This is an optimization exercise on Yosys and OpenROAD, whose aim is small area, not a production implementation. In this exercise RTL edits were held to simulation tests only and were not proved equivalent to the original. The flow treats the clock pin as an ideal source. Dropping or thinning the clock tree relies on that and would not hold on a real chip. Power figures rest on the tool's default switching activity, not on a simulated workload.

Design irdec, start of the top module:
module irdec (
    input  wire        clk,
    input  wire        rst,
    input  wire        ir_in,
    output reg         act_valid,
    output reg  [2:0]  act_op,
    output reg  [15:0] act_duty,
    output reg         note_valid,
    output reg  [3:0]  note_action,
    output reg  [7:0]  note_code,
    output reg         dec_valid,
    output reg         dec_ok,
    output reg  [7:0]  dec_code
);
    localparam [1:0] M_EDGE  = 2'd0;
    localparam [1:0] M_LS    = 2'd1;
    localparam [1:0] M_BLOW  = 2'd2;
    localparam [1:0] M_BHIGH = 2'd3;
    localparam [17:0] GAP_START = 18'd262144 - 18'd1000;
    reg [1:0]  mode;
    reg [17:0] e;
    reg [7:0]  ring;     
    reg [3:0]  sidx;     
    reg [9:0]  idle;     
    wire in_gap = (mode == M_EDGE) && e[17] && e[16];
    wire space  = e[17];
    reg target;
    reg tmo;
    always @(*) begin
        case (mode)
            M_EDGE:  begin target = 1'b0; tmo = !in_gap && &{e[17], e[14], e[11], e[8:4], e[0]}; end  
            M_LS:    begin
                target = !space;
                tmo = space ? &{e[12:11], e[9:8], e[6], e[4:3]}    
                            : &{e[13], e[11:9], e[7:5]};            
            end
            M_BLOW:  begin target = 1'b1; tmo = &{e[9:5], e[3]}; end  
            default: begin target = 1'b0; tmo = &{e[11], e[8:6], e[2]}; end  
        endcase
    end
    wire seen = !in_gap && !tmo && (ir_in == target);
    wire [11:0] eb   = e[11:0];
    wire [4:0] bit_idx = e[17:13];
    wire sum_ok      = e[12];
    wire bit_val     = (eb > 12'd1199);    
    wire bit_short   = (eb < 12'd199);     
    wire lead_bad    = (e[13:0] < 14'd7999) || (e[13:0] > 14'd9999);
    wire space_bad   = (e[12:0] < 13'd3499) || (e[12:0] > 13'd4999);
    wire last_bit    = (bit_idx == 5'd31);
    wire mism        = bit_idx[3] && (bit_val == ring[0]);
    wire [7:0] cmd   = {ring[0], ring[7:1]};
    reg attempt_end;
    reg attempt_ok;
    always @(*) begin
        attempt_end = tmo;
        attempt_ok  = 1'b0;
        if (seen) begin
            case (mode)
                M_LS:    attempt_end = space ? space_bad : lead_bad;
                M_BHIGH: begin
  ...
clock: 15.0 ns
lec_check: 0
cap_margin: 20
core_margin: 2
core_utilization: 40
slew_margin: 20
standard.sh (not shown) runs the stock make flow with config.mk's settings and CLKGATE_MAP_FILE= SYNTH_SCRIPT=/design/flow/synth_recipe.tcl, a recipe that flattens the netlist after the stock synthesis.
==> flow/flow/run.sh <==
#!/bin/bash
# Own layout flow: the standard ORFS flow (standard.sh) with
#  - the standard flow's synthesis, but ABC maps the logic for area (flow/abc_*.script, the smallest result kept)
#    and adders are left to ABC instead of half/full-adder cells; registers,
#    their names and cell types are those of the standard synthesis;
#  - the smallest buffer on every port;
#  - a clock tree without dummy loads and without its root buffer (the
#    clock port drives the leaf buffers), leaves downsized where the
#    registers' clock slew stays low (flow/post_cts.tcl).
set -euo pipefail
W=$PWD
bash standard.sh \
  "SYNTH_SCRIPT=$W/flow/synth.tcl" \
  "AREA_ABC_DIR=$W/flow" \
  "ADDER_MAP_FILE=" \
  "BUFFER_PORTS_ARGS=-buffer_cell sky130_fd_sc_hd__buf_1" \
  "CTS_ARGS=-sink_clustering_enable -repair_clock_nets -dont_use_dummy_load -buf_list sky130_fd_sc_hd__clkbuf_8" \
  "POST_CTS_TCL=$W/flow/post_cts.tcl" \
  "CLOCK_TREE_MODE=root" \
  "CLOCK_LEAF_CELL=sky130_fd_sc_hd__clkbuf_4" \
  "CLOCK_LEAF_MAX_SLEW=0.115" \
  finish > $W/log_orfs.log 2>&1
test -f $W/out/final.def
Other scripts of this flow, unchanged in this note and not shown: flow/flow/abc_1.script, flow/flow/abc_2.script, flow/flow/abc_3.script, flow/flow/abc_4.script, flow/flow/abc_5.script, flow/flow/abc_6.script, flow/flow/abc_7.script, flow/flow/abc_8.script, flow/flow/post_cts.tcl, flow/flow/synth.tcl
Edit:
--- a/flow/design.v
+++ b/flow/design.v
@@ -11,17 +11,17 @@
     output reg         dec_valid,
     output reg         dec_ok,
     output reg  [7:0]  dec_code
 );
     localparam [1:0] M_EDGE  = 2'd0;
     localparam [1:0] M_LS    = 2'd1;
     localparam [1:0] M_BLOW  = 2'd2;
     localparam [1:0] M_BHIGH = 2'd3;
-    localparam [17:0] GAP_START = 18'd262144 - 18'd1000;
+    localparam [17:0] GAP_START = 18'h30000;
     reg [1:0]  mode;
     reg [17:0] e;
     reg [7:0]  ring;     
     reg [3:0]  sidx;     
     reg [9:0]  idle;     
     wire in_gap = (mode == M_EDGE) && e[17] && e[16];
     wire space  = e[17];
     reg target;
@@ -34,16 +34,17 @@
                 tmo = space ? &{e[12:11], e[9:8], e[6], e[4:3]}    
                             : &{e[13], e[11:9], e[7:5]};            
             end
             M_BLOW:  begin target = 1'b1; tmo = &{e[9:5], e[3]}; end  
             default: begin target = 1'b0; tmo = &{e[11], e[8:6], e[2]}; end  
         endcase
     end
     wire seen = !in_gap && !tmo && (ir_in == target);
+    wire gap_done = in_gap && &{e[9:5], e[2:0]};  
     wire [11:0] eb   = e[11:0];
     wire [4:0] bit_idx = e[17:13];
     wire sum_ok      = e[12];
     wire bit_val     = (eb > 12'd1199);    
     wire bit_short   = (eb < 12'd199);     
     wire lead_bad    = (e[13:0] < 14'd7999) || (e[13:0] > 14'd9999);
     wire space_bad   = (e[12:0] < 13'd3499) || (e[12:0] > 13'd4999);
     wire last_bit    = (bit_idx == 5'd31);
@@ -168,13 +169,15 @@
                 end
                 M_BLOW:  begin mode <= M_BHIGH; e <= {e[17:12], 12'd0}; end
                 default: begin
                     mode <= M_BLOW;
                     e    <= {bit_idx + 5'd1, sum_ok && !mism, 12'd0};
                     ring <= {bit_val ^ bit_idx[3], ring[7:1]};
                 end
             endcase
+        end else if (gap_done) begin
+            e <= 18'd0;
         end else begin
             e <= e + 18'd1;
         end
     end
 endmodule
- The new run passed the timing, design-rule and antenna checks
- worst setup slack improved by 0.79 ns
- clock power shrinks by 7.1%
- register-to-register slack got worse by 0.59 ns
- cell area shrinks by 1.8%
- global-route usage shrinks by 1.3 points
- fmax grows by 9.2%
- power shrinks by 23%
- via count shrinks by 9.5%
- cell count shrinks by 8.6%
- combinational power shrinks by 74%
- routed wire length shrinks by 8.1%
- clock-buffer cell count stays the same

---

Another version of the RTL of irdec (not shown whole).
Size: roughly 280 cells after synthesis, about 46 I/O pins.
## irdec
module irdec (
    input  wire        clk,
    input  wire        rst,
    input  wire        ir_in,
    output reg         act_valid,
    output reg  [2:0]  act_op,
    output reg  [15:0] act_duty,
    output reg         note_valid,
    output reg  [3:0]  note_action,
    output reg  [7:0]  note_code,
    output reg         dec_valid,
    output reg         dec_ok,
    output reg  [7:0]  dec_code
);
export LEC_CHECK = 0
export CAP_MARGIN = 20
export CORE_MARGIN = 2
export CORE_UTILIZATION = 65
export PLACE_DENSITY = 0.8
export SLEW_MARGIN = 20
create_clock -name core_clock -period 15.0 [get_ports {clk}]
==> flow/flow/run.sh <==
#!/bin/bash
# Own layout flow: the standard ORFS flow (standard.sh) with
#  - the standard flow's synthesis, but ABC maps the logic for area (flow/abc_*.script, the smallest result kept)
#    and adders are left to ABC instead of half/full-adder cells; registers,
#    their names and cell types are those of the standard synthesis;
#  - the smallest buffer on every port;
#  - a clock tree without dummy loads and without its root buffer (the
#    clock port drives the leaf buffers), leaves downsized where the
#    registers' clock slew stays low (flow/post_cts.tcl).
set -euo pipefail
W=$PWD
bash standard.sh \
  "SYNTH_SCRIPT=$W/flow/synth.tcl" \
  "AREA_ABC_DIR=$W/flow" \
  "ADDER_MAP_FILE=" \
  "BUFFER_PORTS_ARGS=-buffer_cell sky130_fd_sc_hd__buf_1" \
  "CTS_ARGS=-sink_clustering_enable -repair_clock_nets -dont_use_dummy_load -buf_list sky130_fd_sc_hd__clkbuf_8" \
  "POST_CTS_TCL=$W/flow/post_cts.tcl" \
  "CLOCK_TREE_MODE=root" \
  "CLOCK_LEAF_CELL=sky130_fd_sc_hd__clkbuf_4" \
  "CLOCK_LEAF_MAX_SLEW=0.122" \
  finish > $W/log_orfs.log 2>&1
test -f $W/out/final.def
Other scripts of this flow, unchanged in this note and not shown: flow/flow/abc_1.script, flow/flow/abc_10.script, flow/flow/abc_11.script, flow/flow/abc_12.script, flow/flow/abc_2.script, flow/flow/abc_3.script, flow/flow/abc_4.script, flow/flow/abc_5.script, flow/flow/abc_6.script, flow/flow/abc_8.script, flow/flow/abc_9.script, flow/flow/post_cts.tcl, flow/flow/synth.tcl
The first run produced a clean layout.
Rerun with:
--- a/flow/design.v
+++ b/flow/design.v
@@ -24,29 +24,29 @@
     reg [9:0]  idle;     
     wire in_gap = (mode == M_EDGE) && e[17] && e[16];
     wire space  = e[17];
     reg target;
     reg tmo;
     always @(*) begin
         case (mode)
-            M_EDGE:  begin target = 1'b0; tmo = !e[16] && &{e[17], e[14], e[11], e[8:4], e[0]}; end  
+            M_EDGE:  begin target = 1'b0; tmo = !in_gap && &{e[17], e[14], e[11], e[8:4], e[0]}; end  
             M_LS:    begin
                 target = !space;
                 tmo = space ? &{e[12:11], e[9:8], e[6], e[4:3]}    
                             : &{e[13], e[11:9], e[7:5]};            
             end
             M_BLOW:  begin target = 1'b1; tmo = &{e[9:5], e[3]}; end  
             default: begin target = 1'b0; tmo = &{e[11], e[8:6], e[2]}; end  
         endcase
     end
     wire seen = !in_gap && !tmo && (ir_in == target);
     wire gap_done = in_gap && &{e[9:5], e[2:0]};  
     wire [11:0] eb   = e[11:0];
     wire [4:0] bit_idx = e[17:13];
-    wire sum_ok      = !e[12];
+    wire sum_ok      = e[12];
     wire bit_val     = (eb > 12'd1199);    
     wire bit_short   = (eb < 12'd199);     
     wire lead_bad    = (e[13:0] < 14'd7999) || (e[13:0] > 14'd9999);
     wire space_bad   = (e[12:0] < 13'd3499) || (e[12:0] > 13'd4999);
     wire last_bit    = (bit_idx == 5'd31);
     wire mism        = bit_idx[3] && (bit_val == ring[0]);
     wire [7:0] cmd   = {ring[0], ring[7:1]};
@@ -62,16 +62,16 @@
                     attempt_end = bit_short || last_bit;
                     attempt_ok  = !bit_short && last_bit && sum_ok && !mism;
                 end
                 default: ;
             endcase
         end
     end
-    wire idle_full  = (!idle[7] && !idle[6] && !idle[5] && !idle[4] && !idle[3] && !idle[2] && !idle[1]);
-    wire [9:0] idle_inc = {idle[8:0], idle[9] ^ idle[6]};
+    wire idle_full  = (!idle[8] && !idle[6] && idle[5] && idle[4] && !idle[3] && !idle[2] && idle[1] && idle[0]);
+    wire [9:0] idle_inc = {idle[8:0], ~(idle[9] ^ idle[6])};
     wire force_stop = attempt_end && !attempt_ok && idle_full;
     wire c_fwd = (cmd == 8'h18);
     wire c_lft = (cmd == 8'h08);
     wire c_stp = (cmd == 8'h1C);
     wire c_rgt = (cmd == 8'h5A);
     wire c_bwd = (cmd == 8'h52);
     wire c_rst = (cmd == 8'h09);
@@ -136,45 +136,45 @@
         end
     end
     always @(posedge clk) begin
         if (rst) begin
             mode <= M_EDGE;
             e    <= 18'd0;
             sidx <= 4'd5;
-            idle <= 10'd5;
+            idle <= 10'd0;
         end else if (attempt_end) begin
             mode <= M_EDGE;
             if (attempt_ok) begin
                 e    <= 18'd0;
-                idle <= 10'd5;
+                idle <= 10'd0;
                 if (c_rst) sidx <= 4'd5;
                 else if (c_inc) sidx <= sidx_up;
                 else if (c_dec) sidx <= sidx_dn;
             end else if (force_stop) begin
                 e    <= 18'd0;
-                idle <= 10'd5;
+                idle <= 10'd0;
             end else begin
                 e    <= GAP_START;
                 idle <= idle_inc;
             end
         end else if (seen) begin
             case (mode)
                 M_EDGE:  begin mode <= M_LS; e <= 18'd0; end
                 M_LS:    begin
                     if (space) begin
                         mode <= M_BLOW;
-                        e    <= 18'd0;
+                        e    <= {5'd0, 1'b1, 12'd0};
                     end else begin
                         e    <= {1'b1, 17'd0};
                     end
                 end
                 M_BLOW:  begin mode <= M_BHIGH; e <= {e[17:12], 12'd0}; end
                 default: begin
                     mode <= M_BLOW;
-                    e    <= {bit_idx + 5'd1, !sum_ok || mism, 12'd0};
+                    e    <= {bit_idx + 5'd1, sum_ok && !mism, 12'd0};
                     ring <= {bit_val ^ bit_idx[3], ring[7:1]};
                 end
             endcase
         end else if (gap_done) begin
             e <= 18'd0;
         end else begin
             e <= e + 18'd1;
What happened:
- setup slack loses 0.37 ns
- via count is lower by 1.6%
- sequential power went down by about 8%
- routed wire length fell by 5.4%
- power drops by about 17%
- synthesized cell count came out lower by about 3%
- core utilization hardly moves
- design area came out higher by 0.68%
- non-clock buffer count is unchanged
- die area grows by about 0.9%
- hold slack gains 0.021 ns
- clock skew goes down by 0.0085 ns

==> re-timing with driven ports <==
Ports are ideal in the flow. The routed layouts listed here were re-timed in OpenROAD.
Step 1 sets driving cells, clkbuf_16 on the clock port and buf_2 on the other inputs (assumed; they add their load-dependent delay and slew).
Step 2 moves the port delays by t, midway between the first and last clock arrival at a register: inputs arrive t later, outputs are due t later. That takes back most of the time a late clock gives input paths.
a / b / c = no drivers / after step 1 / after step 2; a / b = the first two.
run	shift t [ns]	slack for setup (ns)	cell pins on the clock port's net
the first run of note 1	0.199	5.623 / 5.598 / 5.598	4
the second run of note 1	0.196	6.416 / 6.392 / 6.392	4
the first run of note 2	0.198	5.450 / 5.423 / 5.423	4
the second run of note 2	0.203	5.080 / 5.058 / 5.058	4
After both steps setup and hold are still met in every run listed. The setup slack of the first run of note 2, which loses most, moves by -0.027 ns with the drivers and by -0.027 ns with both steps.
